This is an optimization exercise on Yosys and OpenROAD, whose aim is small area, not a production implementation.
Only simulation tests tie the RTL to the original design; equivalence was not proved.
Power figures rest on the tool's default switching activity, not on a simulated workload.

// sdadc_engine
module sdadc_engine (
    input  wire        clk,
    input  wire        rst,           
    input  wire        tick_i,        
    input  wire        cmd_valid,
    input  wire [31:0] cmd_word,
    output wire        cmd_ready,
    output reg         rsp_valid,
    output wire [2:0]  rsp_status,
    output wire [31:0] rsp_value,
    output wire [3:0]  rsp_recn,
    input  wire        reg_wr_en,
    input  wire [2:0]  reg_wr_addr,
    input  wire [31:0] reg_wr_data,
    input  wire [3:0]  reg_rd_addr,
    output wire [31:0] reg_rd_data,
    input  wire        pin_grant,
    output wire        sclk_o,
    output wire        sclk_oe,
    output wire        din_o,
    output wire        din_oe,
    output wire        dout_o,
    output wire        dout_oe,
    input  wire        dout_i
);
For scale: about 2000 cells after synthesis, about 480 flip-flops, ~0.021 mm2 of cells after synthesis.
clock: 10.0 ns
lec_check: 0
cap_margin: 20
core_margin: 2
core_utilization: 40
slew_margin: 20
synth_hierarchical: 1
synth_minimum_keep_size: 0
standard.sh (not shown) runs the stock make flow with config.mk's settings and CLKGATE_MAP_FILE= SYNTH_SCRIPT=/design/flow/synth_recipe.tcl, a recipe that flattens the netlist after the stock synthesis.
==> flow/flow/run.sh <==
#!/bin/bash
# Layout flow: the standard flow (standard.sh) with these changes
#  - synthesis maps the logic with an area-oriented ABC script (amap) instead
#    of ORFS's delay-oriented one; the Yosys steps, and so the registers, are
#    the standard synthesis's;
#  - every port still gets a buffer, but a buf_1 instead of the default pick;
#  - the clock tree is built from clkbuf_8 without dummy loads.
# Each make run's full output goes to its own log file here.
set -uo pipefail
here=$(pwd)

# a copy of ORFS's scripts whose only change is the ABC script
rm -rf "$here/scripts_area"
cp -r "$FLOW_HOME/scripts" "$here/scripts_area"
cp "$here/flow/abc_area_map.script" "$here/scripts_area/abc_speed.script"

bash standard.sh SCRIPTS_DIR="$here/scripts_area" synth > "$here/synth.log" 2>&1 || exit 1

export BUFFER_PORTS_ARGS="-buffer_cell sky130_fd_sc_hd__buf_1"
export CTS_ARGS="-sink_clustering_enable -repair_clock_nets -sink_clustering_size 16 -sink_clustering_max_diameter 60 -buf_list sky130_fd_sc_hd__clkbuf_8 -dont_use_dummy_load"
bash standard.sh > "$here/layout.log" 2>&1
==> flow/flow/abc_area_map.script <==
strash
dc2
dch
amap
strash
dch
amap
strash
dch
amap
topo
stime -c
Then changed:
--- a/flow/design.v
+++ b/flow/design.v
@@ -644,34 +644,32 @@
                 end
             endcase
         end
         endcase
         if (cmpl) n_phase = P_IDLE;
     end
     wire res_we = cmpl && (cst == ST_OK) && ((phase == P_RECOVER) || o_regrd || o_rdbit);
     wire wr_ok = reg_wr_en & idle;
-    wire [31:0] wd0 = reg_wr_data & {32{~rst}};     
-    wire [31:0] wd1 = reg_wr_data | {32{rst}};      
     wire [7:0]  we  = {8{wr_ok}} & (8'd1 << reg_wr_addr);
-    wire [7:0]  cre = we | {8{rst}};
-    wire [7:0]  cren = ~cre;
+    wire [7:0]  cren = ~(we | {8{rst}});
+    wire [7:0]  crwe = we & {8{~rst}};
     wire [14:0] m_d;
     wire [23:0] cmdcode_d;
     wire [31:0] timeout_d, t_high_d, t_low_d, t_poll_d, t_reset_d, t_startup_d;
-    sdadc_ld #(15) u_ld0 (.en(cre[0]), .enn(cren[0]),
-        .w({wd0[19], wd1[18], wd0[17:8], wd0[2:0]}),                        
+    sdadc_cr #(15, 15'h2000) u_ld0 (.en(crwe[0]), .enn(cren[0]), .rst(rst),        
+        .w({reg_wr_data[19:8], reg_wr_data[2:0]}),
         .q({m_width, m_recmax, m_trail, m_recheck, m_dinv, m_shared}), .d(m_d));
-    sdadc_ld #(24) u_ld1 (.en(cre[1]), .enn(cren[1]), .w(((wd1[23:0] & 24'h07_0008) | (wd0[23:0] & ~24'h07_0008))), .q(cr_cmdcode),   .d(cmdcode_d));
-    sdadc_ld #(32) u_ld2 (.en(cre[2]), .enn(cren[2]), .w(((wd1 & 32'd100000) | (wd0 & ~32'd100000))),    .q(cr_timeout),   .d(timeout_d));
-    sdadc_ld #(32) u_ld3 (.en(cre[3]), .enn(cren[3]), .w(((wd1 & 32'd2) | (wd0 & ~32'd2))),         .q(cr_t_high),    .d(t_high_d));
-    sdadc_ld #(32) u_ld4 (.en(cre[4]), .enn(cren[4]), .w(((wd1 & 32'd2) | (wd0 & ~32'd2))),         .q(cr_t_low),     .d(t_low_d));
-    sdadc_ld #(32) u_ld5 (.en(cre[5]), .enn(cren[5]), .w(((wd1 & 32'd10) | (wd0 & ~32'd10))),        .q(cr_t_poll),    .d(t_poll_d));
-    sdadc_ld #(32) u_ld6 (.en(cre[6]), .enn(cren[6]), .w(((wd1 & 32'd1000) | (wd0 & ~32'd1000))),      .q(cr_t_reset),   .d(t_reset_d));
-    sdadc_ld #(32) u_ld7 (.en(cre[7]), .enn(cren[7]), .w(((wd1 & 32'd100) | (wd0 & ~32'd100))),       .q(cr_t_startup), .d(t_startup_d));
+    sdadc_cr #(24, 24'h07_0008) u_ld1 (.en(crwe[1]), .enn(cren[1]), .rst(rst), .w(reg_wr_data[23:0]), .q(cr_cmdcode),   .d(cmdcode_d));
+    sdadc_cr #(32, 32'd100000)  u_ld2 (.en(crwe[2]), .enn(cren[2]), .rst(rst), .w(reg_wr_data),       .q(cr_timeout),   .d(timeout_d));
+    sdadc_cr #(32, 32'd2)       u_ld3 (.en(crwe[3]), .enn(cren[3]), .rst(rst), .w(reg_wr_data),       .q(cr_t_high),    .d(t_high_d));
+    sdadc_cr #(32, 32'd2)       u_ld4 (.en(crwe[4]), .enn(cren[4]), .rst(rst), .w(reg_wr_data),       .q(cr_t_low),     .d(t_low_d));
+    sdadc_cr #(32, 32'd10)      u_ld5 (.en(crwe[5]), .enn(cren[5]), .rst(rst), .w(reg_wr_data),       .q(cr_t_poll),    .d(t_poll_d));
+    sdadc_cr #(32, 32'd1000)    u_ld6 (.en(crwe[6]), .enn(cren[6]), .rst(rst), .w(reg_wr_data),       .q(cr_t_reset),   .d(t_reset_d));
+    sdadc_cr #(32, 32'd100)     u_ld7 (.en(crwe[7]), .enn(cren[7]), .rst(rst), .w(reg_wr_data),       .q(cr_t_startup), .d(t_startup_d));
     always @(posedge clk) begin
         {m_width, m_recmax, m_trail, m_recheck, m_dinv, m_shared} <= m_d;
         cr_cmdcode   <= cmdcode_d;
         cr_timeout   <= timeout_d;
         cr_t_high    <= t_high_d;
         cr_t_low     <= t_low_d;
         cr_t_poll    <= t_poll_d;
         cr_t_reset   <= t_reset_d;
@@ -780,8 +778,15 @@
 endmodule
 module sdadc_ld3 #(parameter W = 1) (
     input  wire         e0, e1, e2,
     input  wire [W-1:0] w0, w1, w2,
     output wire [W-1:0] d
 );
     assign d = ({W{e0}} & w0) | ({W{e1}} & w1) | ({W{e2}} & w2);
 endmodule
+module sdadc_cr #(parameter W = 1, parameter [W-1:0] RV = 0) (
+    input  wire         en, enn, rst,
+    input  wire [W-1:0] w, q,
+    output wire [W-1:0] d
+);
+    assign d = ({W{en}} & w) | ({W{enn}} & q) | ({W{rst}} & RV);
+endmodule
Effect: Non-clock buffer count rises by 4. Cell area falls by about 0.6%. Critical path depth falls by 11. Power falls by 7.4%. Die area falls by about 0.64%. Via count stays flat. Area after synthesis falls by about 0.66%. Combinational power falls by about 13%. Sequential power falls by about 6%. Setup slack improved by 0.75 ns. Global-route usage barely changes. Fmax rises by about 12%. Synthesized cell count falls by about 1.8%.

==> re-timing with driven ports <==
The results above use ideal ports. As a check the final layouts listed here were re-extracted and re-timed, cells and wires unchanged.
Step 1 assumes that a clkbuf_16 drives the clock port and a buf_2 every other input.
Step 2, shift: input delay + t, output delay - t, t = (earliest + latest rising clock arrival at the registers) / 2. This alone moves slack from input paths to output paths.
Three values: ideal, step 1, step 2; two values: the first two.
run	shift t [ns]	slack for setup (ns)	worst setup path at the end	latest minus earliest clock arrival (ns)	worst register clock-pin slew, ns
the first run	0.686	3.012 / 3.036 / 2.350	input to register	0.078 / 0.078	0.11 / 0.11
the second run	0.675	3.760 / 3.728 / 3.665	input to register	0.111 / 0.111	0.11 / 0.11
After both steps every run listed still meets setup and hold. For the first run, which loses most, drivers alone change the setup slack by +0.024 ns; drivers and shift together by -0.662 ns.
